Background: an optimization exercise with open tools, aiming at small area, a short achievable clock period and few clock cycles per item. Do not read the settings as production practice. Only simulation tests tie the RTL to the original design; equivalence was not proved. Power is estimated from default activity; no workload was simulated.

**flow/flow/run.sh**
```bash
#!/bin/bash
# The standard layout (standard.sh), with plain buf_1 cells as the port buffers
# instead of the default choice (repair_timing resizes them where timing needs it).
set -euo pipefail
bash standard.sh BUFFER_PORTS_ARGS="-buffer_cell sky130_fd_sc_hd__buf_1" finish > standard.log 2>&1
```
**flow/standard.sh**
```bash
#!/bin/bash
# synth_recipe.tcl (not shown) runs the flow's synth.tcl, then flattens the netlist and writes it again
# the make line also repeats each setting of config.mk as NAME=value (left out here)
make -C /OpenROAD-flow-scripts/flow DESIGN_CONFIG=/design/flow/config.mk WORK_HOME=/design/flow/orfs CLKGATE_MAP_FILE= SYNTH_SCRIPT=/design/flow/synth_recipe.tcl "${@:-finish}"
```
**flow/config.mk**
```make
export PLATFORM = sky130hd
export DESIGN_NAME = gsm7_alpha
export DESIGN_NICKNAME = gsm7_alpha
export VERILOG_FILES = /design/flow/design.v
export SDC_FILE = /design/flow/constraint.sdc
export NUM_CORES = 4
export LEC_CHECK = 0
export ABC_AREA = 1
export CAP_MARGIN = 20
export CORE_MARGIN = 2
export CORE_UTILIZATION = 40
export CTS_BUF_LIST = sky130_fd_sc_hd__clkbuf_8
export CTS_CLUSTER_SIZE = 40
export SETUP_SLACK_MARGIN = 5
export SLEW_MARGIN = 20
```
**flow/constraint.sdc**
```tcl
create_clock -name core_clock -period 8.0 [get_ports {clk}]
set_input_delay 1.6000 -clock core_clock [delete_from_list [all_inputs] [get_ports {clk}]]
set_output_delay 1.6000 -clock core_clock [all_outputs]
set_load 0.01 [all_outputs]
```
**flow/design.v**
```verilog
module gsm7_alpha (
    input  wire        clk,
    input  wire        rst,           
    input  wire        cmd_valid,
    output wire        cmd_ready,
    input  wire [2:0]  cmd_op,
    input  wire [15:0] cmd_len,
    input  wire        in_valid,
    output wire        in_ready,
    input  wire [31:0] in_data,
    output reg         out_valid,
    input  wire        out_ready,
    output wire [20:0] out_data,
    output reg         res_valid,
    input  wire        res_ready,
    output wire [7:0]  res_err,
    output wire [15:0] res_count
);
    reg         idle;         
    reg         inr;          
    reg         is_dec, is_val;
    reg  [1:0]  pol;
    reg  [10:0] rem;          
    reg         st;           
    reg         flt;          
    reg         r_v, s_v;
    reg  [10:0] r_e, s_e;
    reg  [13:0] od;
    reg  [4:0]  err;          
    reg  [11:0] cnt;
    assign cmd_ready = idle;
    assign in_ready  = inr;
    assign out_data  = {7'd0, od};
    assign res_err   = {3'd0, err};
    assign res_count = {4'd0, cnt};
    wire acc = in_valid && inr;
    wire [32:0] i_i = {is_dec, in_data};
    wire [3:0]  i_f;
    wire i_00_;
    wire i_01_;
    wire i_02_;
    wire i_03_;
    wire i_04_;
    wire i_05_;
    wire i_06_;
    wire i_07_;
    wire i_08_;
    wire i_09_;
    wire i_10_;
    wire i_11_;
    wire i_12_;
    wire i_13_;
    wire i_14_;
    wire i_15_;
    wire i_16_;
    wire i_17_;
    wire i_18_;
    wire i_19_;
    wire i_20_;
    wire i_21_;
    wire i_22_;
    wire i_23_;
    wire i_24_;
    wire i_25_;
    wire i_26_;
    wire i_27_;
    wire i_28_;
    wire i_29_;
    wire i_30_;
    wire i_31_;
    wire i_32_;
    wire i_33_;
    wire i_34_;
    wire i_35_;
    wire i_36_;
    wire i_37_;
    wire i_38_;
    wire i_39_;
    wire i_40_;
    wire i_41_;
    wire i_42_;
    wire i_43_;
    wire i_44_;
    wire i_45_;
    wire i_46_;
    wire i_in_bad;
    wire i_in_gk;
    wire i_in_lo;
    assign i_00_ = ~i_i[20];
    assign i_01_ = ~(i_i[17] | i_i[16]);
    assign i_02_ = i_i[19] | i_i[18];
    assign i_03_ = i_01_ & ~(i_02_);
    assign i_04_ = ~(i_03_ & i_00_);
    assign i_05_ = i_i[31] | i_i[29];
    assign i_06_ = i_05_ | i_i[30];
    assign i_07_ = i_i[26] | i_i[25];
    assign i_08_ = i_i[28] | i_i[27];
    assign i_09_ = i_08_ | i_07_;
    assign i_10_ = i_i[22] | i_i[21];
    assign i_11_ = i_i[24] | i_i[23];
    assign i_12_ = i_11_ | i_10_;
    assign i_13_ = i_12_ | i_09_;
    assign i_14_ = i_13_ | i_06_;
    assign i_15_ = ~(i_14_ | i_04_);
    assign i_16_ = ~(i_i[3] & i_i[2]);
    assign i_17_ = i_i[4] | ~(i_i[5]);
    assign i_18_ = i_17_ | i_16_;
    assign i_19_ = i_i[15] | i_i[14];
    assign i_20_ = i_i[0] | i_i[1];
    assign i_21_ = i_20_ | i_19_;
    assign i_22_ = i_21_ | i_18_;
    assign i_23_ = i_i[11] | i_i[10];
    assign i_24_ = i_i[8] | i_i[9];
    assign i_25_ = ~(i_24_ | i_23_);
    assign i_26_ = i_i[6] | ~(i_i[7]);
    assign i_27_ = i_i[12] | ~(i_i[13]);
    assign i_28_ = i_27_ | i_26_;
    assign i_29_ = i_28_ | ~(i_25_);
    assign i_30_ = ~(i_29_ | i_22_);
    assign i_31_ = ~(i_30_ & i_15_);
    assign i_f[0] = i_31_ & i_i[7];
    assign i_32_ = i_i[13] | i_i[12];
    assign i_33_ = i_32_ | i_19_;
    assign i_34_ = i_15_ & ~(i_33_);
    assign i_in_lo = i_34_ & i_25_;
    assign i_35_ = ~(i_i[12] & i_i[11]);
    assign i_36_ = i_i[14] & ~(i_i[13]);
    assign i_37_ = ~(i_36_ & i_i[15]);
    assign i_38_ = i_37_ | i_35_;
    assign i_39_ = i_38_ | i_04_;
    assign i_40_ = ~i_i[32];
    assign i_41_ = ~((i_03_ | i_00_) & i_40_);
    assign i_42_ = ~(i_41_ | i_14_);
    assign i_in_bad = ~((i_42_ & i_39_) | i_in_lo);
    assign i_43_ = i_i[9] & i_i[7];
    assign i_44_ = ~(i_43_ & i_i[8]);
    assign i_45_ = i_44_ | i_23_;
    assign i_46_ = i_45_ | ~(i_34_);
    assign i_in_gk = ~(i_46_ & i_31_);
    assign i_f[3:1] = { i_in_bad, i_in_lo, i_in_gk };
    wire [10:0] in_e = {i_f, in_data[6:0]};
    wire        r_bad = r_e[10];
    wire        r_lo  = r_e[9];
    wire        r_gk  = r_e[8];
    wire [7:0]  b     = r_e[7:0];
    wire        is_enc = !is_dec && !is_val;
    wire        esc    = st;
    wire        half   = st;
    wire        alla   = st;
    wire [12:0] t_i = {is_dec, st, st, r_e[9:0]};
    wire [15:0] t_y;
    wire t_000_;
    wire t_001_;
    wire t_002_;
    wire t_003_;
    wire t_004_;
    wire t_005_;
    wire t_006_;
    wire t_007_;
    wire t_008_;
    wire t_009_;
    wire t_010_;
    wire t_011_;
    wire t_012_;
    wire t_013_;
    wire t_014_;
    wire t_015_;
    wire t_016_;
    wire t_017_;
    wire t_018_;
    wire t_019_;
    wire t_020_;
    wire t_021_;
    wire t_022_;
    wire t_023_;
    wire t_024_;
    wire t_025_;
    wire t_026_;
    wire t_027_;
    wire t_028_;
    wire t_029_;
    wire t_030_;
    wire t_031_;
    wire t_032_;
    wire t_033_;
    wire t_034_;
    wire t_035_;
    wire t_036_;
    wire t_037_;
    wire t_038_;
    wire t_039_;
    wire t_040_;
    wire t_041_;
    wire t_042_;
    wire t_043_;
    wire t_044_;
    wire t_045_;
    wire t_046_;
    wire t_047_;
    wire t_048_;
    wire t_049_;
    wire t_050_;
    wire t_051_;
    wire t_052_;
    wire t_053_;
    wire t_054_;
    wire t_055_;
    wire t_056_;
    wire t_057_;
    wire t_058_;
    wire t_059_;
    wire t_060_;
    wire t_061_;
    wire t_062_;
    wire t_063_;
    wire t_064_;
    wire t_065_;
    wire t_066_;
    wire t_067_;
    wire t_068_;
    wire t_069_;
    wire t_070_;
    wire t_071_;
    wire t_072_;
    wire t_073_;
    wire t_074_;
    wire t_075_;
    wire t_076_;
    wire t_077_;
    wire t_078_;
    wire t_079_;
    wire t_080_;
    wire t_081_;
    wire t_082_;
    wire t_083_;
    wire t_084_;
    wire t_085_;
    wire t_086_;
    wire t_087_;
    wire t_088_;
    wire t_089_;
    wire t_090_;
    wire t_091_;
    wire t_092_;
    wire t_093_;
    wire t_094_;
    wire t_095_;
    wire t_096_;
    wire t_097_;
    wire t_098_;
    wire t_099_;
    wire t_100_;
    wire t_101_;
    wire t_102_;
    wire t_103_;
    wire t_104_;
    wire t_105_;
    wire t_106_;
    wire t_107_;
    wire t_108_;
    wire t_109_;
    wire t_110_;
    wire t_111_;
    wire t_112_;
    wire t_113_;
    wire t_114_;
    wire t_115_;
    wire t_116_;
    wire t_117_;
    wire t_118_;
    wire t_119_;
    wire t_120_;
    wire t_121_;
    wire t_122_;
    wire t_123_;
    wire t_124_;
    wire t_125_;
    wire t_126_;
    wire t_127_;
    wire t_128_;
    wire t_129_;
    wire t_130_;
    wire t_131_;
    wire t_132_;
    wire t_133_;
    wire t_134_;
    wire t_135_;
    wire t_136_;
    wire t_137_;
    wire t_138_;
    wire t_139_;
    wire t_140_;
    wire t_141_;
    wire t_142_;
    wire t_143_;
    wire t_144_;
    wire t_145_;
    wire t_146_;
    wire t_147_;
    wire t_148_;
    wire t_149_;
    wire t_150_;
    wire t_151_;
    wire t_152_;
    wire t_153_;
    wire t_154_;
    wire t_155_;
    wire t_156_;
    wire t_157_;
    wire t_158_;
    wire t_159_;
    wire t_160_;
    wire t_161_;
    wire t_162_;
    wire t_163_;
    wire t_164_;
    wire t_165_;
    wire t_166_;
    wire t_167_;
    wire t_168_;
    wire t_169_;
    wire t_170_;
    wire t_171_;
    wire t_172_;
    wire t_173_;
    wire t_174_;
    wire t_175_;
    wire t_176_;
    wire t_177_;
    wire t_178_;
    wire t_179_;
    wire t_180_;
    wire t_181_;
    wire t_182_;
    wire t_183_;
    wire t_184_;
    wire t_185_;
    wire t_186_;
    wire t_187_;
    wire t_188_;
    wire t_189_;
    wire t_190_;
    wire t_191_;
    wire t_192_;
    wire t_193_;
    wire t_194_;
    wire t_195_;
    wire t_196_;
    wire t_197_;
    wire t_198_;
    wire t_199_;
    wire t_200_;
    wire t_201_;
    wire t_202_;
    wire t_203_;
    wire t_204_;
    wire t_205_;
    wire t_206_;
    wire t_207_;
    wire t_208_;
    wire t_209_;
    wire t_210_;
    wire t_211_;
    wire t_212_;
    wire t_213_;
    wire t_214_;
    wire t_215_;
    wire t_216_;
    wire t_217_;
    wire t_218_;
    wire t_219_;
    wire t_220_;
    wire t_221_;
    wire t_222_;
    wire t_223_;
    wire t_224_;
    wire t_225_;
    wire t_226_;
    wire t_227_;
    wire t_228_;
    wire t_229_;
    wire t_230_;
    wire t_231_;
    wire t_232_;
    wire t_233_;
    wire t_234_;
    wire t_235_;
    wire t_236_;
    wire t_237_;
    wire t_238_;
    wire t_239_;
    wire t_240_;
    wire t_241_;
    wire t_242_;
    wire t_243_;
    wire t_244_;
    wire t_245_;
    wire t_246_;
    wire t_247_;
    wire t_248_;
    wire t_249_;
    wire t_250_;
    wire t_251_;
    wire t_252_;
    wire t_253_;
    wire t_254_;
    wire t_255_;
    wire t_256_;
    wire t_257_;
    wire t_258_;
    wire t_259_;
    wire t_260_;
    wire t_261_;
    wire t_262_;
    wire t_263_;
    wire t_264_;
    wire t_265_;
    wire t_266_;
    wire t_267_;
    wire t_268_;
    wire t_269_;
    wire t_270_;
    wire t_271_;
    wire t_272_;
    wire t_273_;
    wire t_274_;
    wire t_275_;
    wire t_276_;
    wire t_277_;
    wire t_278_;
    wire t_279_;
    wire t_280_;
    wire t_281_;
    wire t_282_;
    wire t_283_;
    wire t_284_;
    wire t_285_;
    wire t_286_;
    wire t_287_;
    wire t_288_;
    wire t_289_;
    wire t_290_;
    wire t_291_;
    wire t_292_;
    wire t_293_;
    wire t_294_;
    wire t_295_;
    wire t_296_;
    wire t_297_;
    wire t_298_;
    wire t_299_;
    wire t_300_;
    wire t_301_;
    wire t_302_;
    wire t_303_;
    wire t_304_;
    wire t_305_;
    wire t_306_;
    wire t_307_;
    wire t_308_;
    wire t_309_;
    wire t_310_;
    wire t_311_;
    wire t_312_;
    wire t_313_;
    wire t_314_;
    wire t_315_;
    wire t_316_;
    wire t_317_;
    wire t_318_;
    wire t_319_;
    wire t_320_;
    wire t_321_;
    wire t_322_;
    wire t_323_;
    wire t_324_;
    assign t_155_ = ~t_i[7];
    assign t_165_ = ~t_i[2];
    assign t_176_ = ~(t_i[3] | t_i[0]);
    assign t_186_ = ~(t_i[4] | t_i[1]);
    assign t_197_ = ~(t_186_ & t_176_);
    assign t_207_ = t_165_ & ~(t_197_);
    assign t_217_ = ~(t_207_ & t_155_);
    assign t_228_ = ~t_i[1];
    assign t_238_ = ~t_i[0];
    assign t_249_ = t_i[3] & t_i[2];
    assign t_260_ = t_238_ & ~(t_249_);
    assign t_262_ = t_228_ & ~(t_260_);
    assign t_263_ = t_i[0] | ~(t_i[4]);
    assign t_264_ = t_263_ | ~(t_262_);
    assign t_265_ = t_i[4] & t_i[3];
    assign t_266_ = t_i[0] & t_i[1];
    assign t_267_ = ~((t_266_ | t_i[2]) & t_265_);
    assign t_268_ = t_i[4] & ~(t_i[3]);
    assign t_269_ = ~(t_i[2] | t_i[1]);
    assign t_270_ = t_i[2] & t_i[1];
    assign t_271_ = ~(t_270_ | t_269_);
    assign t_272_ = t_i[2] & t_i[0];
    assign t_273_ = ~(t_i[2] | t_i[0]);
    assign t_274_ = t_273_ | t_272_;
    assign t_275_ = ~(t_274_ | t_271_);
    assign t_276_ = ~(t_275_ & t_268_);
    assign t_277_ = ~(t_276_ & t_197_);
    assign t_278_ = ~((t_267_ & t_155_) | t_277_);
    assign t_279_ = ~((t_264_ | t_155_) & t_278_);
    assign t_280_ = ~(t_279_ & t_217_);
    assign t_281_ = t_i[4] & ~(t_i[6]);
    assign t_282_ = ~(t_281_ & t_272_);
    assign t_283_ = t_i[9] & ~(t_i[8]);
    assign t_284_ = ~(t_283_ & t_i[5]);
    assign t_285_ = ~((t_282_ & t_280_) | t_284_);
    assign t_286_ = ~((t_i[3] & t_i[1]) | t_i[6]);
    assign t_287_ = ~(t_i[7] | t_i[6]);
    assign t_288_ = ~t_287_;
    assign t_289_ = ~(t_i[5] | t_i[1]);
    assign t_290_ = ~t_289_;
    assign t_291_ = ~((t_290_ & t_288_) | t_176_);
    assign t_292_ = ~((t_290_ | t_288_) & t_291_);
    assign t_293_ = t_i[7] & ~(t_i[6]);
    assign t_294_ = ~t_293_;
    assign t_295_ = t_i[0] & ~(t_i[4]);
    assign t_296_ = t_295_ & ~(t_i[1]);
    assign t_297_ = t_i[1] & ~(t_i[0]);
    assign t_298_ = t_297_ | t_268_;
    assign t_299_ = ~((t_298_ | t_296_) & t_294_);
    assign t_300_ = t_i[7] | ~(t_i[6]);
    assign t_301_ = t_186_ & ~(t_i[0]);
    assign t_302_ = ~t_301_;
    assign t_303_ = ~((t_302_ | t_294_) & (t_300_ | t_i[4]));
    assign t_304_ = t_299_ & ~(t_303_);
    assign t_305_ = ~((t_304_ & t_292_) | t_165_);
    assign t_306_ = t_286_ & ~(t_305_);
    assign t_307_ = t_285_ & ~(t_306_);
    assign t_308_ = t_i[4] & ~(t_i[2]);
    assign t_309_ = t_295_ | ~(t_263_);
    assign t_310_ = ~(t_309_ & t_i[1]);
    assign t_311_ = t_i[2] & ~(t_i[4]);
    assign t_312_ = t_311_ | t_308_;
    assign t_313_ = ~(t_312_ | t_310_);
    assign t_314_ = ~t_313_;
    assign t_315_ = ~t_i[3];
    assign t_316_ = t_i[4] & t_i[1];
    assign t_317_ = ~(t_316_ | t_186_);
    assign t_318_ = t_317_ & ~(t_315_);
    assign t_319_ = t_i[2] & ~(t_318_);
    assign t_320_ = ~((t_319_ & t_314_) | (t_308_ & t_275_));
    assign t_321_ = ~(t_i[0] | t_i[1]);
    assign t_322_ = t_165_ & ~(t_309_);
    assign t_323_ = t_322_ | ~(t_321_);
    assign t_324_ = t_i[0] & ~(t_249_);
    assign t_000_ = t_323_ & ~(t_324_);
    assign t_001_ = ~(t_289_ & t_i[3]);
    assign t_002_ = t_001_ | t_000_;
    assign t_003_ = t_320_ & ~(t_002_);
    assign t_004_ = ~t_i[5];
    assign t_005_ = ~((t_264_ & t_197_) | t_004_);
    assign t_006_ = t_i[4] | t_i[3];
    assign t_007_ = t_i[2] & ~(t_006_);
    assign t_008_ = ~(t_i[4] & t_i[2]);
    assign t_009_ = ~(t_266_ & t_i[3]);
    assign t_010_ = t_004_ & ~(t_009_);
    assign t_011_ = t_010_ & ~(t_008_);
    assign t_012_ = t_011_ | t_007_;
    assign t_013_ = t_012_ | t_005_;
    assign t_014_ = t_013_ | t_003_;
    assign t_015_ = t_i[7] & t_i[6];
    assign t_016_ = t_015_ & t_014_;
    assign t_017_ = t_004_ & ~(t_300_);
    assign t_018_ = ~t_i[4];
    assign t_019_ = t_266_ & ~(t_i[2]);
    assign t_020_ = t_i[2] & ~(t_266_);
    assign t_021_ = ~(t_020_ | t_019_);
    assign t_022_ = ~(t_i[6] | t_i[5]);
    assign t_023_ = ~t_022_;
    assign t_024_ = ~((t_023_ | t_i[0]) & (t_021_ | t_018_));
    assign t_025_ = ~t_024_;
    assign t_026_ = t_i[1] & ~(t_i[3]);
    assign t_027_ = t_i[3] & ~(t_i[1]);
    assign t_028_ = ~((t_027_ | t_026_) & t_238_);
    assign t_029_ = t_186_ | ~(t_272_);
    assign t_030_ = ~(t_029_ & t_006_);
    assign t_031_ = t_028_ & ~(t_030_);
    assign t_032_ = t_i[7] | t_i[4];
    assign t_033_ = t_274_ & ~(t_032_);
    assign t_034_ = ~((t_033_ & t_031_) | (t_025_ & t_017_));
    assign t_035_ = t_295_ & ~(t_i[3]);
    assign t_036_ = ~t_269_;
    assign t_037_ = ~((t_302_ & t_036_) | t_315_);
    assign t_038_ = ~t_i[6];
    assign t_039_ = ~((t_297_ & t_268_) | t_038_);
    assign t_040_ = t_039_ & ~(t_037_);
    assign t_041_ = t_i[5] & ~(t_040_);
    assign t_042_ = ~((t_035_ | t_294_) & t_041_);
    assign t_043_ = ~(t_042_ & t_034_);
    assign t_044_ = ~(t_043_ | t_016_);
    assign t_045_ = t_283_ & ~(t_044_);
    assign t_046_ = ~(t_045_ | t_307_);
    assign t_047_ = ~(t_i[3] | t_i[2]);
    assign t_048_ = ~(t_047_ & t_289_);
    assign t_049_ = t_i[5] & ~(t_i[4]);
    assign t_050_ = t_i[4] & ~(t_i[5]);
    assign t_051_ = t_i[9] | ~(t_i[8]);
    assign t_052_ = t_293_ & ~(t_051_);
    assign t_053_ = ~((t_050_ | t_049_) & t_052_);
    assign t_054_ = t_053_ | ~(t_048_);
    assign t_055_ = t_293_ & ~(t_271_);
    assign t_056_ = ~t_055_;
    assign t_057_ = ~(t_005_ | t_279_);
    assign t_058_ = t_207_ | t_038_;
    assign t_059_ = t_283_ & ~(t_058_);
    assign t_060_ = t_059_ & ~(t_057_);
    assign t_061_ = t_305_ | ~(t_321_);
    assign t_062_ = ~((t_249_ | t_i[5]) & t_297_);
    assign t_063_ = ~((t_i[5] & t_i[3]) | t_019_);
    assign t_064_ = t_063_ & ~(t_053_);
    assign t_065_ = t_287_ & ~(t_051_);
    assign t_066_ = ~((t_065_ & t_301_) | (t_064_ & t_062_));
    assign t_067_ = t_061_ & ~(t_066_);
    assign t_068_ = ~(t_067_ | t_060_);
    assign t_069_ = ~((t_056_ | t_046_) & t_068_);
    assign t_070_ = ~t_069_;
    assign t_071_ = t_315_ & ~(t_273_);
    assign t_072_ = t_i[5] & ~(t_071_);
    assign t_073_ = ~((t_072_ & t_036_) | (t_070_ & t_054_));
    assign t_074_ = t_046_ & ~(t_073_);
    assign t_y[14] = ~t_074_;
    assign t_075_ = ~t_186_;
    assign t_076_ = ~((t_075_ | t_165_) & t_038_);
    assign t_077_ = t_i[7] | ~(t_i[3]);
    assign t_078_ = t_077_ | ~(t_283_);
    assign t_079_ = t_076_ & ~(t_078_);
    assign t_080_ = t_079_ & t_024_;
    assign t_081_ = ~(t_080_ | t_067_);
    assign t_082_ = t_284_ | ~(t_266_);
    assign t_083_ = t_016_ & ~(t_082_);
    assign t_y[15] = t_083_ | ~(t_081_);
    assign t_084_ = t_004_ & ~(t_322_);
    assign t_085_ = ~(t_001_ & t_197_);
    assign t_086_ = ~((t_050_ & t_026_) | t_085_);
    assign t_087_ = t_086_ & ~(t_084_);
    assign t_088_ = t_i[11] | ~(t_i[12]);
    assign t_089_ = t_249_ | ~(t_281_);
    assign t_090_ = ~(t_089_ | t_088_);
    assign t_y[8] = t_090_ & ~(t_087_);
    assign t_091_ = t_267_ & ~(t_058_);
    assign t_092_ = ~t_i[11];
    assign t_093_ = ~((t_296_ & t_249_) | t_087_);
    assign t_094_ = t_091_ | t_207_;
    assign t_095_ = t_093_ & ~(t_094_);
    assign t_096_ = ~t_324_;
    assign t_097_ = ~(t_274_ & t_315_);
    assign t_098_ = t_260_ & ~(t_018_);
    assign t_099_ = ~((t_098_ & t_097_) | (t_096_ & t_i[1]));
    assign t_100_ = t_095_ & ~(t_099_);
    assign t_101_ = ~((t_i[5] & t_i[3]) | t_100_);
    assign t_102_ = ~(t_287_ & t_228_);
    assign t_103_ = ~(t_102_ | t_312_);
    assign t_104_ = t_103_ & ~(t_101_);
    assign t_105_ = ~((t_017_ & t_207_) | t_092_);
    assign t_106_ = t_105_ & ~(t_104_);
    assign t_107_ = t_249_ & ~(t_310_);
    assign t_108_ = t_107_ & ~(t_042_);
    assign t_109_ = t_106_ & ~(t_108_);
    assign t_110_ = ~t_265_;
    assign t_111_ = t_286_ & ~(t_270_);
    assign t_112_ = t_111_ & t_110_;
    assign t_113_ = t_022_ & ~(t_112_);
    assign t_114_ = t_i[2] & ~(t_i[1]);
    assign t_115_ = t_i[6] & ~(t_i[3]);
    assign t_116_ = ~((t_115_ & t_114_) | t_113_);
    assign t_117_ = t_093_ | t_032_;
    assign t_118_ = ~((t_117_ | t_116_) & t_109_);
    assign t_119_ = t_118_ & ~(t_092_);
    assign t_120_ = ~t_119_;
    assign t_121_ = ~((t_120_ | t_091_) & t_i[12]);
    assign t_122_ = t_i[6] & ~(t_091_);
    assign t_123_ = t_092_ & ~(t_122_);
    assign t_124_ = t_095_ | ~(t_123_);
    assign t_y[7] = t_124_ & ~(t_121_);
    assign t_125_ = ~((t_285_ & t_i[6]) | t_069_);
    assign t_126_ = ~t_i[12];
    assign t_127_ = t_i[10] | ~(t_y[15]);
    assign t_128_ = ~((t_127_ | t_y[14]) & t_126_);
    assign t_129_ = ~t_122_;
    assign t_130_ = ~(t_048_ | t_309_);
    assign t_131_ = t_i[6] & ~(t_011_);
    assign t_132_ = ~((t_131_ | t_130_) & (t_129_ | t_i[4]));
    assign t_133_ = ~t_132_;
    assign t_134_ = t_i[3] & ~(t_i[4]);
    assign t_135_ = t_i[2] & ~(t_268_);
    assign t_136_ = ~((t_135_ & t_022_) | t_134_);
    assign t_137_ = t_093_ & ~(t_136_);
    assign t_138_ = t_137_ | t_i[11];
    assign t_139_ = ~((t_138_ | t_133_) & t_i[12]);
    assign t_y[6] = ~((t_139_ | t_109_) & (t_128_ | t_125_));
    assign t_140_ = t_i[0] | ~(t_i[2]);
    assign t_141_ = ~(t_265_ & t_092_);
    assign t_142_ = t_141_ | t_023_;
    assign t_143_ = ~((t_142_ & t_120_) | (t_140_ & t_228_));
    assign t_144_ = t_132_ & ~(t_031_);
    assign t_145_ = t_i[11] | t_i[5];
    assign t_146_ = ~((t_145_ | t_144_) & t_i[12]);
    assign t_147_ = ~t_081_;
    assign t_148_ = t_074_ & ~(t_147_);
    assign t_149_ = t_300_ | ~(t_057_);
    assign t_150_ = ~(t_149_ | t_100_);
    assign t_151_ = ~t_150_;
    assign t_152_ = ~(t_041_ & t_155_);
    assign t_153_ = ~((t_152_ | t_095_) & t_151_);
    assign t_154_ = t_153_ | t_307_;
    assign t_156_ = ~(t_154_ | t_148_);
    assign t_y[5] = ~((t_156_ | t_128_) & (t_146_ | t_143_));
    assign t_157_ = ~(t_148_ | t_128_);
    assign t_158_ = ~((t_273_ & t_i[1]) | t_272_);
    assign t_159_ = ~((t_115_ | t_022_) & t_158_);
    assign t_160_ = t_238_ ? t_i[1] : t_004_;
    assign t_161_ = t_122_ & ~(t_160_);
    assign t_162_ = t_i[8] ? t_004_ : t_i[7];
    assign t_163_ = ~((t_162_ | t_161_) & (t_159_ | t_262_));
    assign t_164_ = t_263_ & ~(t_315_);
    assign t_166_ = t_164_ & ~(t_084_);
    assign t_167_ = t_i[7] & ~(t_111_);
    assign t_168_ = t_167_ & ~(t_166_);
    assign t_169_ = t_i[8] | ~(t_i[7]);
    assign t_170_ = ~(t_169_ | t_115_);
    assign t_171_ = t_165_ ? t_i[0] : t_170_;
    assign t_172_ = t_171_ & t_168_;
    assign t_173_ = ~((t_163_ & t_032_) | t_172_);
    assign t_174_ = ~t_109_;
    assign t_175_ = t_028_ & ~(t_272_);
    assign t_177_ = t_175_ | t_i[6];
    assign t_178_ = ~((t_177_ & t_009_) | (t_038_ & t_i[5]));
    assign t_179_ = t_159_ | t_i[4];
    assign t_180_ = t_178_ & ~(t_179_);
    assign t_181_ = ~((t_122_ & t_049_) | t_088_);
    assign t_182_ = ~((t_178_ | t_018_) & t_181_);
    assign t_183_ = ~((t_182_ | t_180_) & (t_174_ | t_126_));
    assign t_y[4] = ~((t_173_ & t_157_) | t_183_);
    assign t_184_ = t_i[4] | ~(t_i[8]);
    assign t_185_ = ~(t_122_ | t_077_);
    assign t_187_ = t_185_ | t_168_;
    assign t_188_ = ~t_i[8];
    assign t_189_ = t_110_ & ~(t_035_);
    assign t_190_ = ~((t_189_ | t_188_) & t_151_);
    assign t_191_ = t_076_ | t_317_;
    assign t_192_ = ~((t_191_ & t_190_) | (t_187_ & t_184_));
    assign t_193_ = t_122_ | t_022_;
    assign t_194_ = ~((t_273_ & t_i[1]) | t_313_);
    assign t_195_ = ~((t_194_ & t_193_) | t_315_);
    assign t_196_ = ~((t_023_ | t_320_) & t_181_);
    assign t_198_ = ~((t_196_ | t_195_) & (t_118_ | t_126_));
    assign t_y[3] = ~((t_192_ & t_157_) | t_198_);
    assign t_199_ = t_075_ & ~(t_020_);
    assign t_200_ = ~((t_281_ & t_266_) | t_301_);
    assign t_201_ = ~((t_199_ | t_i[3]) & t_200_);
    assign t_202_ = ~((t_201_ & t_004_) | (t_133_ & t_272_));
    assign t_203_ = t_202_ | t_091_;
    assign t_204_ = t_318_ | ~(t_193_);
    assign t_205_ = ~((t_204_ & t_165_) | t_088_);
    assign t_206_ = ~((t_205_ & t_203_) | (t_119_ & t_028_));
    assign t_208_ = ~(t_034_ & t_010_);
    assign t_209_ = ~(t_172_ | t_305_);
    assign t_210_ = t_209_ & t_208_;
    assign t_211_ = t_268_ | t_155_;
    assign t_212_ = t_008_ & ~(t_211_);
    assign t_213_ = t_212_ & t_072_;
    assign t_214_ = t_210_ & ~(t_213_);
    assign t_y[2] = ~((t_214_ & t_157_) | (t_206_ & t_128_));
    assign t_215_ = t_122_ & ~(t_014_);
    assign t_216_ = t_026_ & ~(t_308_);
    assign t_218_ = t_311_ | ~(t_009_);
    assign t_219_ = t_218_ | t_216_;
    assign t_220_ = ~(t_324_ & t_265_);
    assign t_221_ = t_295_ | t_092_;
    assign t_222_ = ~((t_221_ & t_023_) | (t_274_ & t_315_));
    assign t_223_ = ~((t_222_ & t_220_) | t_i[1]);
    assign t_224_ = ~((t_223_ & t_129_) | (t_219_ & t_022_));
    assign t_225_ = t_215_ | ~(t_224_);
    assign t_226_ = t_225_ | t_106_;
    assign t_227_ = t_095_ & ~(t_i[7]);
    assign t_229_ = ~((t_227_ | t_016_) & t_228_);
    assign t_230_ = t_i[1] & ~(t_227_);
    assign t_231_ = ~((t_095_ | t_155_) & t_230_);
    assign t_232_ = t_312_ & ~(t_260_);
    assign t_233_ = ~((t_232_ & t_170_) | (t_000_ & t_i[8]));
    assign t_234_ = ~((t_231_ | t_147_) & t_233_);
    assign t_235_ = t_229_ & ~(t_234_);
    assign t_y[1] = ~((t_235_ & t_157_) | (t_226_ & t_i[12]));
    assign t_236_ = ~(t_268_ & t_228_);
    assign t_237_ = t_i[7] & ~(t_134_);
    assign t_239_ = ~((t_237_ & t_236_) | (t_184_ & t_238_));
    assign t_240_ = ~((t_210_ & t_016_) | t_239_);
    assign t_241_ = ~((t_210_ | t_056_) & t_240_);
    assign t_242_ = t_321_ | t_i[5];
    assign t_243_ = t_242_ | t_165_;
    assign t_244_ = ~t_190_;
    assign t_245_ = t_i[0] & ~(t_114_);
    assign t_246_ = ~((t_036_ & t_188_) | t_i[4]);
    assign t_247_ = ~((t_269_ & t_i[8]) | (t_110_ & t_263_));
    assign t_248_ = t_247_ | t_246_;
    assign t_250_ = ~((t_248_ | t_279_) & (t_245_ | t_244_));
    assign t_251_ = ~((t_250_ & t_243_) | (t_241_ & t_151_));
    assign t_252_ = t_i[0] ? t_165_ : t_i[5];
    assign t_253_ = ~(t_252_ & t_119_);
    assign t_254_ = t_136_ & ~(t_228_);
    assign t_255_ = ~((t_215_ | t_238_) & t_254_);
    assign t_256_ = t_122_ & ~(t_i[4]);
    assign t_257_ = ~((t_256_ | t_i[0]) & (t_112_ | t_023_));
    assign t_258_ = t_257_ & ~(t_100_);
    assign t_259_ = t_092_ & ~(t_258_);
    assign t_261_ = ~((t_259_ & t_255_) | t_126_);
    assign t_y[0] = ~((t_261_ & t_253_) | (t_251_ & t_157_));
    assign t_y[13] = ~(t_121_ | t_120_);
    assign t_y[12:9] = { 3'h0, t_y[8] };
    wire [1:0]  cls   = t_y[15:14];      
    wire [13:0] t_d   = t_y[13:0];
    wire        alpha = cls[1] ^ cls[0];
    wire xd = r_lo && (b == 8'h0A || b == 8'h14 || b == 8'h28 || b == 8'h29 || b == 8'h2F ||
                       b == 8'h3C || b == 8'h3D || b == 8'h3E || b == 8'h40 || b == 8'h65);
    wire xe = (r_gk && b == 8'h2C) ||
              (r_lo && (b == 8'h0C || b == 8'h5B || b == 8'h5C || b == 8'h5D || b == 8'h5E ||
                        b == 8'h7B || b == 8'h7C || b == 8'h7D || b == 8'h7E));
    wire can_out = !out_valid || out_ready;
    wire pe      = r_v && !res_valid;
    wire go      = pe && can_out;
    wire f13  = r_bad;
    wire f14  = is_dec && !esc && b[7];
    wire fna  = is_enc && !alpha && (pol[0] == pol[1]);      
    wire flt_now = go && !flt && (f13 || f14 || fna);
    wire [4:0] f_code = {f13 || f14, 1'b0, f14 && !f13, f13 || (fna && pol[0]), f13 || (fna && !pol[0])};
    wire emit = !flt && (is_dec ? (esc || (b != 8'h1B && !b[7])) : (!is_val && (alpha || pol != 2'd2)));
    wire keep = !flt && !r_bad && (is_dec ? (esc && !xd) : (!is_val && xe && !half));
    wire cons = go && !keep;
    wire drained = (rem == 11'd0) && !r_v && !s_v;
    wire tail    = !idle && is_dec && !is_val && esc && !flt && drained;
    wire tail_go = tail && can_out;
    wire fin     = !idle && drained && !tail && !res_valid && can_out;
    wire r_v_n = cons ? (s_v || acc) : (r_v || acc);
    wire s_v_n = cons ? (s_v && acc) : (s_v || (r_v && acc));
    wire rem1  = (rem == 11'd1);
    wire c_op  = (cmd_op[2:1] == 2'b11);
    wire c_len = (cmd_len > 16'd1024);
    wire c_imm = c_op || c_len;
    always @(posedge clk) begin
        if (!r_v || cons)
            r_e <= s_v ? s_e : in_e;
        if (!s_v || cons)
            s_e <= in_e;
        if (go || tail_go)
            od <= tail ? 14'h00A0 : t_d;
        if (idle) begin
            is_dec <= (cmd_op == 3'd5) || c_imm;
            is_val <= (cmd_op == 3'd4) || c_imm;
            pol    <= c_imm ? {1'b0, !c_op} : cmd_op[1:0];
            rem    <= c_imm ? 11'd0 : cmd_len[10:0];
            st     <= (cmd_op == 3'd4) && (cmd_len != 16'd0) && !c_len;
            flt    <= 1'b0;
        end else begin
            if (acc) rem <= rem - 11'd1;
            if (go && !flt) begin
                if (is_dec)      st <= !esc && (b == 8'h1B);
                else if (is_val) st <= alla && alpha;
                else             st <= xe && !half;
            end
            if (flt_now) flt <= 1'b1;
            if (tail_go) st <= 1'b0;
        end
        if (rst) begin
            idle      <= 1'b1;
            inr       <= 1'b0;
            r_v       <= 1'b0;
            s_v       <= 1'b0;
            out_valid <= 1'b0;
            res_valid <= 1'b0;
            err       <= 5'd0;
            cnt       <= 12'd0;
        end else begin
            r_v <= r_v_n;
            s_v <= s_v_n;
            out_valid <= (go && emit) || tail_go || (out_valid && !out_ready);
            res_valid <= fin || (res_valid && !res_ready);
            if (idle)
                idle <= !cmd_valid;
            else if (fin)
                idle <= 1'b1;
            if (idle)
                inr <= cmd_valid && !c_imm && (cmd_len != 16'd0);
            else
                inr <= (rem != 11'd0) && !(rem1 && acc) && !(r_v_n && s_v_n);
            if (res_valid && res_ready)
                err <= 5'd0;
            else if (fin && is_dec && is_val)
                err <= {3'b100, pol[0], 1'b0};
            else if (flt_now)
                err <= f_code;
            if (res_valid && res_ready)
                cnt <= 12'd0;
            else if (fin && (flt || is_val))
                cnt <= {11'd0, is_val && !is_dec && alla && !flt};
            else if (out_valid && out_ready)
                cnt <= cnt + 12'd1;
        end
    end
endmodule
```
==> results.json, run 1 <==
{
  "post-route-min-period_ns": 2.97,
  "avgRoutedWirePerCell_um": 16.6,
  "pwr-share-clk_pct": 21.5,
  "drc": 0,
  "hold_class": "flip-flop to flip-flop",
  "antenna_found_initial": 0,
  "dp.cells": 1034,
  "ant_nets": 0,
  "netlist_area_um2": 5510,
  "finalClockSkew_ns": 0.00993,
  "timing.slew.headroom_pct": 57.8,
  "ir_worst_vdd_uv": 92.4,
  "totalNegativeSetupSlack_ns": 0,
  "synth_area_per_cell_um2": 6.96,
  "vias_per_cell": 5.57,
  "synth.yosys.seq_area_share_pct": 34.5,
  "power.share.switching_pct": 38.9,
  "die_width_um": 121,
  "synth-edff-count": 48,
  "antenna_cells_inserted": 0,
  "numCtsBuffers": 9,
  "postLayoutCellArea_um2": 6630,
  "max_slew.worst_pin.slew_ns": 0.627,
  "gp_congestion": 1.10,
  "via_count": 6052,
  "final_cells": 1087,
  "async_flop_share_pct": 0,
  "rsz_0062_raised_after_global_routing": "yes",
  "setup_viol": 0,
  "multiInputGateArea_um2": 3230,
  "grt_pass1_wl_mm": 27.5,
  "data_required_critical_path_ns": 8.10,
  "power_switching_mw": 0.427,
  "p_per_area_nw_per_um2": 165,
  "drv_cap": 0,
  "synth-main-ff-cell": "sky130_fd_sc_hd__edfxtp_1",
  "grt.overflow.total": 0,
  "htree_levels": 3,
  "total_power_mw": 1.10,
  "layout-drive-gt1-share_pct": 14.8,
  "outcome": "no timing/DRC/antenna violations",
  "clock_tree_root_buffer_cell": "sky130_fd_sc_hd__clkbuf_8",
  "cts_sinks": 71,
  "worstSkewPairLatency_ns": 0.36,
  "cell_internal_pwr_mw": 0.670,
  "dr.first_iter.drc_count": 609,
  "power.static_leakage_nw": 2.78,
  "place.port_buffers": 87,
  "setup.worst_path.end_class": "flip-flop",
  "fp.coreArea_um2": 13300,
  "worst_r2r_path_depth": 17,
  "combinationalPowerShare_pct": 38.1,
  "std_cell_rows": 42,
  "num_io_pins": 106,
  "worst_setup_path_start_kind": "flip-flop",
  "dieHeight_um": 121,
  "grt.total_usage_pct": 24.0,
  "total_iterations_of_the_first_detailed_routing_run": 9,
  "post_syn_instances": 792,
  "tritoncts_clock_tree": "built",
  "fp.dieArea_um2": 14700,
  "final_hold_viol_count": 0,
  "final_max_slew_viol_count": 0,
  "count_of_synthesis_stage_warnings_from_yosys": 1,
  "hold_path_depth": 2,
  "worst-endpoint-arrival_ns": 3.07,
  "floorplan.initialDensity_pct": 41.3,
  "cts-root-to-sink-buffers": 2,
  "area_growth_pct": 20.3,
  "maxClockFrequency_ghz": 0.337,
  "sequential_cell_area_um2": 1900,
  "crit_path_max_fanout": 16,
  "finalWirelength_mm": 18.1,
  "grt_max_degree": 27,
  "fin_hold_ws_ns": 0.472,
  "p_seq_share_pct": 40.5,
  "finalNetCount": 985,
  "min_period_over_period_pct": 37.1,
  "worst_setup_hold_path_clk_slew_ns": 0.07,
  "hpwlAfterDp_mm": 12.9,
  "final.fill_count": 1353,
  "ys_ff_latch": 71,
  "grt_pass1_vias": 5531,
  "placement.cell_area_um2": 5900,
  "synth.distinct_cells": 48,
  "critPathKind": "flip-flop to flip-flop"
}
[cell usage after synthesis, types with 2 or more instances]
cell type | instances | area share [%]
sky130_fd_sc_hd__a211oi_1 | 3 | 0.41
sky130_fd_sc_hd__a21oi_1 | 44 | 4.0
sky130_fd_sc_hd__a22oi_1 | 2 | 0.27
sky130_fd_sc_hd__a31o_2 | 2 | 0.32
sky130_fd_sc_hd__a31oi_1 | 6 | 0.68
sky130_fd_sc_hd__a32oi_1 | 2 | 0.32
sky130_fd_sc_hd__a41oi_1 | 2 | 0.32
sky130_fd_sc_hd__buf_2 | 7 | 0.64
sky130_fd_sc_hd__buf_4 | 23 | 3.1
sky130_fd_sc_hd__clkbuf_1 | 10 | 0.68
sky130_fd_sc_hd__dfxtp_1 | 23 | 8.4
sky130_fd_sc_hd__edfxtp_1 | 48 | 26
sky130_fd_sc_hd__ha_1 | 22 | 5.0
sky130_fd_sc_hd__inv_1 | 95 | 6.5
sky130_fd_sc_hd__inv_2 | 13 | 0.89
sky130_fd_sc_hd__nand2_1 | 170 | 12
sky130_fd_sc_hd__nand2_2 | 4 | 0.45
sky130_fd_sc_hd__nand3_1 | 53 | 4.8
sky130_fd_sc_hd__nand3_2 | 3 | 0.54
sky130_fd_sc_hd__nand3b_1 | 2 | 0.27
sky130_fd_sc_hd__nand4_1 | 23 | 2.6
sky130_fd_sc_hd__nor2_1 | 89 | 6.1
sky130_fd_sc_hd__nor2_2 | 4 | 0.45
sky130_fd_sc_hd__nor3_1 | 27 | 2.5
sky130_fd_sc_hd__nor3_2 | 2 | 0.36
sky130_fd_sc_hd__nor3b_1 | 4 | 0.54
sky130_fd_sc_hd__nor4_1 | 15 | 1.7
sky130_fd_sc_hd__o211ai_1 | 6 | 0.82
sky130_fd_sc_hd__o21ai_0 | 48 | 4.4
sky130_fd_sc_hd__o21ai_1 | 7 | 0.64
sky130_fd_sc_hd__o22ai_1 | 5 | 0.57
sky130_fd_sc_hd__o31ai_1 | 5 | 0.68
sky130_fd_sc_hd__or2_2 | 4 | 0.45
sky130_fd_sc_hd__xnor2_1 | 4 | 0.64
sky130_fd_sc_hd__xor2_1 | 2 | 0.32
[area by class of cell]
type | instances | share of cell area, %
clock inverter | 7 | 0.491
sequential | 71 | 28.7
tap | 176 | 3.32
timing repair buffer | 125 | 10.3
multi-input combinational | 589 | 48.7
inverter | 109 | 6.51
timing repair inverter | 1 | 0.113
clock buffer | 9 | 1.87
[per-stage QoR]
step | utilization, % | setup slack (ns)
2_1_floorplan | - | 5.01
3_3_place_gp | 44.2 | 4.44
3_5_place_dp | 44.2 | 4.45
4_1_cts | 46.5 | 4.99
5_1_grt | 49.7 | 4.93
6_report | 49.7 | 5.03
[registers in the layout, indices dropped and copies added, names as in the netlist]
signal     flops
is_val         1
r_v            1
inr            1
err            4
is_dec         1
flt            1
od            10
cnt           12
st             1
idle           1
out_valid      1
pol            2
s_v            1
res_valid      1
r_e           11
rem           11
s_e           11
[power groups by stage]
stage / clock network [mW] / registers [mW] / logic, mW
after floorplan: 0 / 0.445 / 0.233
after global placement: 0 / 0.468 / 0.317
after detailed placement: 0 / 0.467 / 0.307
after CTS: 0.245 / 0.443 / 0.343
after global routing: 0.260 / 0.446 / 0.446
final: 0.235 / 0.444 / 0.417
[worst paths after layout]
kind                              from     end  slack [ns]
worst max-delay path            r_e[2]   od[5]        5.03
worst min-delay path            err[2]  err[2]        0.47
worst max register to register  r_e[2]   od[5]        5.03
worst min register to register  err[2]  err[2]        0.47
[worst max-delay path, stage by stage (launching register included)]
cell                       delay (ns)
sky130_fd_sc_hd__edfxtp_1        0.47
sky130_fd_sc_hd__buf_4           0.26
sky130_fd_sc_hd__nor2_1          0.29
sky130_fd_sc_hd__nand2_1         0.19
sky130_fd_sc_hd__nand2_2         0.13
sky130_fd_sc_hd__a21oi_4         0.06
sky130_fd_sc_hd__inv_2           0.09
sky130_fd_sc_hd__nand2_1         0.08
sky130_fd_sc_hd__nor2_4          0.13
sky130_fd_sc_hd__nand3_2         0.10
sky130_fd_sc_hd__nand2_1         0.10
sky130_fd_sc_hd__nand4_1         0.18
sky130_fd_sc_hd__nand4_1         0.21
sky130_fd_sc_hd__nand2_2         0.10
sky130_fd_sc_hd__inv_2           0.08
sky130_fd_sc_hd__o22ai_1         0.06
sky130_fd_sc_hd__nand3_1         0.10
sky130_fd_sc_hd__nand2_1         0.09
[cell usage in the layout (no fill, tap or decap), types with 7 or more instances in the layout]
master	n
sky130_fd_sc_hd__nand2_1	159
sky130_fd_sc_hd__inv_1	93
sky130_fd_sc_hd__buf_1	85
sky130_fd_sc_hd__nor2_1	82
sky130_fd_sc_hd__nand3_1	49
sky130_fd_sc_hd__edfxtp_1	48
sky130_fd_sc_hd__o21ai_0	46
sky130_fd_sc_hd__a21oi_1	38
sky130_fd_sc_hd__buf_4	33
sky130_fd_sc_hd__nand4_1	23
sky130_fd_sc_hd__dfxtp_1	23
sky130_fd_sc_hd__nor3_1	22
sky130_fd_sc_hd__ha_1	20
sky130_fd_sc_hd__conb_1	18
sky130_fd_sc_hd__nor4_1	13
sky130_fd_sc_hd__inv_2	12
sky130_fd_sc_hd__nand2_2	11
sky130_fd_sc_hd__nor2_2	9
sky130_fd_sc_hd__clkbuf_8	9
sky130_fd_sc_hd__o21ai_1	8
sky130_fd_sc_hd__nor3_2	7
sky130_fd_sc_hd__nand3_2	7
[repair_timing]
action                     in CTS  in global routing
gates cloned                    0                  2
hold buffers                    0                  0
pin swaps                       0                  9
setup buffers                  15                 20
resized for setup              10                 67
setup endpoints to repair      38                 74
[metal layers]
layer / vias up / share of wire, % / GRT usage, %
met5: - / 0 / 0
met4: 0 / 6.4 / 15.4
met3: 109 / 12 / 6.77
met2: 433 / 42 / 35.9
met1: 2640 / 40 / 30.2
li1: 2870 / - / -
[cells by family after synthesis]
group                      count (synthesis)  share of synthesized area, %
and+or+nand+nor                          406                          33.4
buffers and inverters                    149                          11.9
AOI/OAI and AO/OA                        137                          14.2
DFF                                       71                          34.5
adders and majority gates                 22                          4.99
xor gates and xnor gates                   6                         0.953
other                                      1                        0.0680
==> inputs of run 2 (changes only) <==
--- a/flow/design.v
+++ b/flow/design.v
@@ -858,3 +858,3 @@
         end else begin
-            if (acc) rem <= rem - 11'd1;
+            rem <= rem - {10'd0, acc};
             if (go && !flt) begin
@@ -899,4 +899,4 @@
                 cnt <= {11'd0, is_val && !is_dec && alla && !flt};
-            else if (out_valid && out_ready)
-                cnt <= cnt + 12'd1;
+            else
+                cnt <= cnt + {11'd0, out_valid && out_ready};
         end
--- a/flow/config.mk
+++ b/flow/config.mk
@@ -10,5 +10,6 @@
 export CORE_MARGIN = 2
-export CORE_UTILIZATION = 40
+export CORE_UTILIZATION = 65
 export CTS_BUF_LIST = sky130_fd_sc_hd__clkbuf_8
 export CTS_CLUSTER_SIZE = 40
+export PLACE_DENSITY = 0.8
 export SETUP_SLACK_MARGIN = 5
==> run 2 against run 1 <==
Effect of this change: still clean; combinational power up 6.0%; routed wire length down 0.53%; synthesized area is 3.5% lower; critical path type unchanged; highest routed layer unchanged.
==> results.json, run 2 <==
{
  "outcome": "no timing/DRC/antenna violations",
  "ant_nets": 0,
  "vias_per_cell": 6.30,
  "area_growth_pct": 20.2,
  "grt.overflow.total": 0,
  "netlist_area_um2": 5320,
  "max_slew.worst_pin.slew_ns": 0.626,
  "std_cell_rows": 33,
  "post_syn_instances": 782,
  "pwr-share-clk_pct": 24.0,
  "grt_pass1_wl_mm": 27.0,
  "cts-root-to-sink-buffers": 2,
  "dieHeight_um": 94.5,
  "finalNetCount": 972,
  "layout.cells.most_common_list": "sky130_fd_sc_hd__nand2_1, sky130_fd_sc_hd__inv_1, sky130_fd_sc_hd__nor2_1",
  "setup_viol": 0,
  "htree_levels": 3,
  "finalClockSkew_ns": 0.0126,
  "timing.slew.headroom_pct": 57.9,
  "rsz_0062_raised_after_global_routing": "yes",
  "final.fill_count": 560,
  "power.share.switching_pct": 41.5,
  "dr.first_iter.drc_count": 1164,
  "ys_ff_latch": 71,
  "min_period_over_period_pct": 37.5,
  "tritoncts_clock_tree": "built",
  "maxClockFrequency_ghz": 0.333,
  "antenna_found_initial": 0,
  "worst-endpoint-arrival_ns": 3.10,
  "fp.coreArea_um2": 8090,
  "cts_sinks": 71,
  "top_post_synthesis_cells_by_count": "sky130_fd_sc_hd__nand2_1, sky130_fd_sc_hd__nor2_1, sky130_fd_sc_hd__inv_1",
  "hold_class": "flip-flop to flip-flop",
  "worstSkewPairLatency_ns": 0.36,
  "p_seq_share_pct": 37.7,
  "layout-drive-gt1-share_pct": 15.6,
  "worst_r2r_path_depth": 19,
  "crit_path_max_fanout": 4,
  "worst_setup_hold_path_clk_slew_ns": 0.09,
  "cts-hold-fix-buffers": 0,
  "worst_setup_path_start_kind": "flip-flop",
  "post-route-min-period_ns": 3.00,
  "total_power_mw": 1.16,
  "setup.worst_path.end_class": "flip-flop",
  "via_count": 6309,
  "grt_pass1_vias": 5464,
  "drv_cap": 0,
  "total_iterations_of_the_first_detailed_routing_run": 8,
  "synth.yosys.seq_area_share_pct": 33.7,
  "grt.total_usage_pct": 39.6,
  "worstHoldStart": "err[2]",
  "power.static_leakage_nw": 2.77,
  "power_switching_mw": 0.480,
  "drc": 0,
  "synth-edff-count": 37,
  "gp_congestion": 1.22,
  "min_delay_worst_endpoint": "err[2]",
  "p_per_area_nw_per_um2": 181,
  "num_io_pins": 106,
  "data_required_critical_path_ns": 8.10,
  "hold_path_depth": 2,
  "crit-reg2reg-capture": "st",
  "floorplan.initialDensity_pct": 65.8,
  "cell_taking_the_most_area_after_synthesis": "sky130_fd_sc_hd__edfxtp_1",
  "critPathKind": "flip-flop to flip-flop",
  "antenna_cells_inserted": 0,
  "synth_top_area_share_pct": 20.9,
  "numCtsBuffers": 9,
  "avgRoutedWirePerCell_um": 17.9,
  "synth.area.top_cells": "sky130_fd_sc_hd__edfxtp_1, sky130_fd_sc_hd__dfxtp_1, sky130_fd_sc_hd__nand2_1",
  "fp.dieArea_um2": 8930,
  "finalWirelength_mm": 18.0,
  "synth_area_per_cell_um2": 6.81,
  "yosysMostFrequentCell": "sky130_fd_sc_hd__nand2_1",
  "registers.top_by_ff_count": "cnt",
  "largest_register_ffs": 12,
  "count_of_synthesis_stage_warnings_from_yosys": 1,
  "layout_commonest_cell": "sky130_fd_sc_hd__nand2_1",
  "grt_max_degree": 27,
  "ir_worst_vdd_uv": 114,
  "synth-main-ff-cell": "sky130_fd_sc_hd__edfxtp_1",
  "final_hold_viol_count": 0,
  "hpwlAfterDp_mm": 12.5,
  "totalNegativeSetupSlack_ns": 0,
  "timing.reg2reg.setup_slack_ns": 5.00,
  "clock_tree_root_buffer_cell": "sky130_fd_sc_hd__clkbuf_8",
  "final_max_slew_viol_count": 0,
  "place.port_buffers": 87,
  "cell_internal_pwr_mw": 0.677,
  "critical_path.reg2reg.startpoint": "r_e[1]",
  "async_flop_share_pct": 0,
  "die_width_um": 94.5,
  "synth.distinct_cells": 49,
  "combinationalPowerShare_pct": 38.2
}
-- run 2: cell types whose count changed after synthesis, moves of 4 or more --
cell                       change
sky130_fd_sc_hd__inv_2         -4
sky130_fd_sc_hd__nand2_1       -8
sky130_fd_sc_hd__edfxtp_1     -11
sky130_fd_sc_hd__dfxtp_1      +11
sky130_fd_sc_hd__xor2_1        +4
sky130_fd_sc_hd__nor4_1        -5
sky130_fd_sc_hd__nor2_1       +10
sky130_fd_sc_hd__nand2_2       +4
sky130_fd_sc_hd__nand4_1       -5
-- run 2: layer usage --
metal | vias up | routed length (um) | global-route usage [%]
met4 | 0 | 1400 | 21.7
li1 | 2823 | - | -
met5 | - | 0 | 0
met3 | 178 | 2340 | 11.9
met1 | 2773 | 6280 | 47.3
met2 | 535 | 7950 | 63.7
-- run 2: power by group through the flow --
stage                     Combinational [mW]  Sequential (mW)  Clock [mW]
after CTS                              0.353            0.435       0.280
after floorplan                        0.242            0.438           0
after global routing                   0.468            0.440       0.295
after detailed placement               0.314            0.464           0
after global placement                 0.316            0.463           0
final                                  0.442            0.437       0.278
-- run 2: logic make-up (layout without fill, tap and decap cells) --
family	count (synthesis)	count (layout)	share of synthesized area [%]
simple gates	395	395	32.7
flops	71	71	33.7
other cells	1	18	0.0705
compound gates	137	137	14.6
fa+ha+maj	23	23	5.41
buf+inv	146	244	12.1
xor+xnor	9	9	1.48
-- run 2: timing repair --
| action | CTS | global route |
|---|---|---|
| gates resized for setup | 3 | 88 |
| pin swaps | 0 | 17 |
| setup endpoints to repair | 52 | 38 |
| cloned | 0 | 0 |
| setup buffers | 15 | 19 |
-- run 2: cell type report --
type	count	area [um2]	area share [%]
Sequential cell	71	1800	28.1
Timing Repair Buffer	121	634	9.91
Multi-Input combinational cell	582	3230	50.4
Clock buffer	9	124	1.94
Inverter	107	424	6.63
Clock inverter	7	62.6	0.978
Tap cell	105	131	2.05
-- run 2: metrics by stage --
step           instances  cell area, um2  hold slack, ns  setup WS, ns  util (%)
5_1_grt             1002            6400           0.491          4.91      79.1
2_1_floorplan        799            5390           0.466          5.02         -
6_report            1002            6400           0.472          5.00      79.1
4_1_cts              983            5910           0.474          4.96      73.0
3_5_place_dp         952            5600           0.463          4.39      69.2
3_3_place_gp         952            5600           0.453          4.43      69.2
-- run 2: how the worst max path moves through the flow --
stage                start      to  cells past startpoint
3_5_place_dp        r_e[1]      st                     16
2_1_floorplan  cmd_len[15]  is_val                      4
6_report            r_e[1]      st                     19
3_3_place_gp        r_e[1]      st                     17
4_1_cts             r_e[0]      st                     16
5_1_grt             r_e[1]      st                     19
-- run 2: worst max-delay path, cell delays in order (launching register included) --
cell	delay (ns)
sky130_fd_sc_hd__edfxtp_1	0.50
sky130_fd_sc_hd__clkinvlp_4	0.24
sky130_fd_sc_hd__ha_4	0.32
sky130_fd_sc_hd__inv_1	0.04
sky130_fd_sc_hd__nand2_2	0.07
sky130_fd_sc_hd__nor2_1	0.05
sky130_fd_sc_hd__nor2_1	0.13
sky130_fd_sc_hd__nand3_2	0.14
sky130_fd_sc_hd__o21ai_1	0.13
sky130_fd_sc_hd__nand2_1	0.13
sky130_fd_sc_hd__nand3_2	0.10
sky130_fd_sc_hd__nand2_1	0.10
sky130_fd_sc_hd__nand2_2	0.09
sky130_fd_sc_hd__nand3_2	0.08
sky130_fd_sc_hd__nand2_4	0.10
sky130_fd_sc_hd__nand3_4	0.11
sky130_fd_sc_hd__nand2_4	0.11
sky130_fd_sc_hd__nor3_2	0.05
sky130_fd_sc_hd__o21ai_1	0.15
sky130_fd_sc_hd__o21ai_1	0.08
Testbench counts of run 2, summed over its fixed seeds: cycles 38,358, items 35,725.
==> inputs of run 3 (changes only) <==
--- a/flow/config.mk
+++ b/flow/config.mk
@@ -10,6 +10,6 @@
 export CORE_MARGIN = 2
-export CORE_UTILIZATION = 65
+export CORE_UTILIZATION = 40
 export CTS_BUF_LIST = sky130_fd_sc_hd__clkbuf_8
-export CTS_CLUSTER_SIZE = 40
-export PLACE_DENSITY = 0.8
+export CTS_CLUSTER_DIAMETER = 300
+export CTS_CLUSTER_SIZE = 80
 export SETUP_SLACK_MARGIN = 5
==> run 3 against run 2 <==
Effect of this change: still clean on timing, DRC and antenna; sequential power hardly changed; die area up 60%; routed wire length fell by 3.2%; synthesized area stayed put; largest power group is now sequential cells.
==> results.json, run 3 <==
{
  "die_width_um": 119,
  "clock_tree_root_buffer_cell": "sky130_fd_sc_hd__clkbuf_8",
  "post_synth_and_or_nand_nor_area_fraction_pct": 32.7,
  "totalNegativeSetupSlack_ns": 0,
  "crit_chain": "buf_12 -> inv_8 -> ha_2 -> nand3_2 -> a21oi_2 -> nand2_1 -> nand3_2 -> nand2_4 -> nand2_1 -> nand2_1 -> nand2_2 -> nand2_2 -> nand3_2 -> nand2_4 -> nand4_1 -> nand2_1 -> inv_2 -> nand2_4 -> o21ai_2 -> nor2_1",
  "slowest_delay_ns": 0.40,
  "main_combinational_cell_family_by_area_after_synthesis": "simple AND/OR/NAND/NOR gates",
  "data_required_critical_path_ns": 8.09,
  "netlist_area_um2": 5320,
  "drv_cap": 0,
  "place.port_buffers": 87,
  "grt_max_degree": 27,
  "worst-endpoint-arrival_ns": 2.95,
  "max_slew.worst_pin.slew_ns": 0.782,
  "final.fill_count": 1388,
  "setup.worst_path.end_class": "flip-flop",
  "grt_pass1_vias": 5340,
  "synthMuxAreaShare_pct": 0,
  "min_period_over_period_pct": 35.7,
  "min_delay_worst_endpoint": "err[2]",
  "numCtsBuffers": 9,
  "dieHeight_um": 119,
  "compound_gate_fraction_of_synth_area_pct": 14.6,
  "std_cell_rows": 42,
  "post_syn_instances": 782,
  "synth-main-ff-cell": "sky130_fd_sc_hd__edfxtp_1",
  "synthAdderAreaFrac_pct": 5.41,
  "synth_top_area_share_pct": 20.9,
  "floorplan.initialDensity_pct": 40.5,
  "fp.coreArea_um2": 13100,
  "hold_path_depth": 2,
  "cts-hold-fix-buffers": 0,
  "final_hold_viol_count": 0,
  "worst_r2r_path_depth": 20,
  "layout_setup_ws_ns": 5.14,
  "count_of_synthesis_stage_warnings_from_yosys": 1,
  "final_max_slew_viol_count": 0,
  "cp_launch_point": "r_e[2]",
  "cts_sinks": 71,
  "hpwlAfterDp_mm": 12.8,
  "total_power_mw": 1.15,
  "fp.dieArea_um2": 14200,
  "grt.overflow.total": 0,
  "drc": 0,
  "outcome": "no timing/DRC/antenna violations",
  "power.static_leakage_nw": 2.73,
  "finalNetCount": 965,
  "worstSkewPairLatency_ns": 0.36,
  "worst-path-buf-inv": 3,
  "via_count": 5716,
  "finalClockSkew_ns": 0.0200,
  "grt.total_usage_pct": 24.5,
  "synth-xor-area-share_pct": 1.48,
  "worst_setup_path_start_kind": "flip-flop",
  "synth_area_per_cell_um2": 6.81,
  "worstHoldStart": "err[2]",
  "dp_worst_setup_slack_ns": 4.27,
  "layout-drive-gt1-share_pct": 14.7,
  "vias_per_cell": 5.36,
  "async_flop_share_pct": 0,
  "crit_path_max_fanout": 19,
  "timing.reg2reg.setup_slack_ns": 5.14,
  "cts-root-to-sink-buffers": 2,
  "timing.slew.headroom_pct": 47.7,
  "worst_setup_hold_path_clk_slew_ns": 0.09,
  "synth.area.top_cells": "sky130_fd_sc_hd__edfxtp_1, sky130_fd_sc_hd__dfxtp_1, sky130_fd_sc_hd__nand2_1",
  "top_post_synthesis_cells_by_count": "sky130_fd_sc_hd__nand2_1, sky130_fd_sc_hd__nor2_1, sky130_fd_sc_hd__inv_1",
  "hold_class": "flip-flop to flip-flop",
  "cell_taking_the_most_area_after_synthesis": "sky130_fd_sc_hd__edfxtp_1",
  "finalWirelength_mm": 17.4,
  "ys_ff_latch": 71,
  "ant_nets": 0,
  "registers.top_by_ff_count": "cnt",
  "synth.yosys.seq_area_share_pct": 33.7,
  "critPathKind": "flip-flop to flip-flop",
  "synth-edff-count": 37,
  "post-route-min-period_ns": 2.86,
  "grt_pass1_wl_mm": 27.4,
  "critical_path.reg2reg.startpoint": "r_e[2]",
  "yosysMostFrequentCell": "sky130_fd_sc_hd__nand2_1",
  "dr.first_iter.drc_count": 549,
  "crit_path_top_delay_cell": "sky130_fd_sc_hd__ha_2",
  "total_iterations_of_the_first_detailed_routing_run": 6,
  "gp_congestion": 1.06,
  "ir_worst_vdd_uv": 110,
  "worst_path_most_repeated_cell": "sky130_fd_sc_hd__nand2_1",
  "p_per_area_nw_per_um2": 181,
  "crit-reg2reg-capture": "od[0]",
  "tritoncts_clock_tree": "built",
  "setup_viol": 0,
  "antenna_found_initial": 0,
  "rsz_0062_raised_after_global_routing": "no",
  "timing.critical_path.max_delay_family": "simple AND/OR/NAND/NOR gates",
  "antenna_cells_inserted": 0,
  "largest_register_ffs": 12,
  "layout.cells.most_common_list": "sky130_fd_sc_hd__nand2_1, sky130_fd_sc_hd__inv_1, sky130_fd_sc_hd__buf_1",
  "synth.distinct_cells": 49,
  "fin_hold_ws_ns": 0.465,
  "avgRoutedWirePerCell_um": 16.3,
  "htree_levels": 3,
  "layout_commonest_cell": "sky130_fd_sc_hd__nand2_1",
  "maxClockFrequency_ghz": 0.350,
  "area_growth_pct": 19.9,
  "num_io_pins": 106
}
## run 3: what timing repair did
item / in CTS / in global routing
pin swaps: 0 / 9
setup buffers: 13 / 13
gates resized for setup: 8 / 74
setup endpoints to repair: 52 / 63
## run 3: kinds of logic (layout without fill, tap and decap cells)
group / count (synthesis) / count (layout)
xor gates and xnor gates: 9 / 9
buffers and inverters: 146 / 237
and+or+nand+nor: 395 / 395
adders and majority gates: 23 / 23
DFF: 71 / 71
other: 1 / 18
AOI/OAI and AO/OA: 137 / 137
## run 3: how the worst max path moves through the flow
stage	to	slack, ns	depth (start not counted)
after floorplan	is_val	5.02	4
after global placement	od[2]	4.30	18
after detailed placement	od[2]	4.27	18
after CTS	od[2]	4.99	18
after global routing	od[2]	4.98	17
final	od[0]	5.14	20
## run 3: per-stage QoR
stage / cell area [um2] / util (%) / std cells
final: 6380 / 48.6 / 1066
after global routing: 6380 / 48.6 / 1066
after CTS: 6020 / 45.8 / 1053
after detailed placement: 5700 / 43.4 / 1024
after global placement: 5700 / 43.4 / 1024
after floorplan: 5390 / - / 799
## run 3: where the power goes
group	switching [mW]	internal, mW
registers	0.0222	0.412
clock network	0.145	0.154
logic	0.285	0.135
total	0.452	0.702
## run 3: per-layer routing
| layer | vias to the layer above | part of all wire, % | global-route usage (%) |
|---|---|---|---|
| li1 | 2801 | - | - |
| met2 | 328 | 43 | 36.9 |
| met1 | 2500 | 42 | 32.1 |
| met4 | 0 | 5.9 | 14.0 |
| met5 | - | 0 | 0 |
| met3 | 87 | 9.5 | 5.89 |
## run 3: final cells by class
class | count | area, um2 | area share [%]
Clock inverter | 6 | 66.3 | 1.04
Timing Repair Buffer | 114 | 557 | 8.73
Sequential cell | 71 | 1800 | 28.2
Inverter | 107 | 424 | 6.65
Clock buffer | 10 | 138 | 2.16
Tap cell | 176 | 220 | 3.45
Multi-Input combinational cell | 582 | 3180 | 49.8
## run 3: worst min-delay path, delay by kind of cell (launching register included)
| kind | cells | cell delay (ns) |
|---|---|---|
| flip-flops | 1 | 0.32 |
| AND/OR/NAND/NOR | 1 | 0.06 |
| AO/OA/AOI/OAI | 1 | 0.05 |

-- static timing again, ports no longer ideal --
Ports are ideal in the flow. The routed layouts listed here were re-timed in OpenROAD. Step 1: set_driving_cell puts a clkbuf_16 on clk and a buf_2 on each other input, an assumption about the parent block. Step 2 moves the port delays by t, midway between the first and last clock arrival at a register: inputs arrive t later, outputs are due t later. That takes back most of the time a late clock gives input paths. a / b / c = ideal / step 1 / step 2; a / b = the first two.
run	shift t [ns]	slack for setup (ns)	worst hold slack (ns)	worst setup path at the end	latest minus earliest clock arrival (ns)
run 1	0.386	5.029 / 5.029 / 4.668	0.472 / 0.472 / 0.472	input to register	0.010 / 0.010
run 2	0.393	4.998 / 4.998 / 4.739	0.472 / 0.472 / 0.472	input to register	0.013 / 0.012
run 3	0.388	5.144 / 5.144 / 4.786	0.465 / 0.465 / 0.465	input to register	0.020 / 0.020
After both steps setup and hold are still met in every run listed. The setup slack of run 1, which loses most, moves by 0.000 ns with the drivers and by -0.361 ns with both steps.
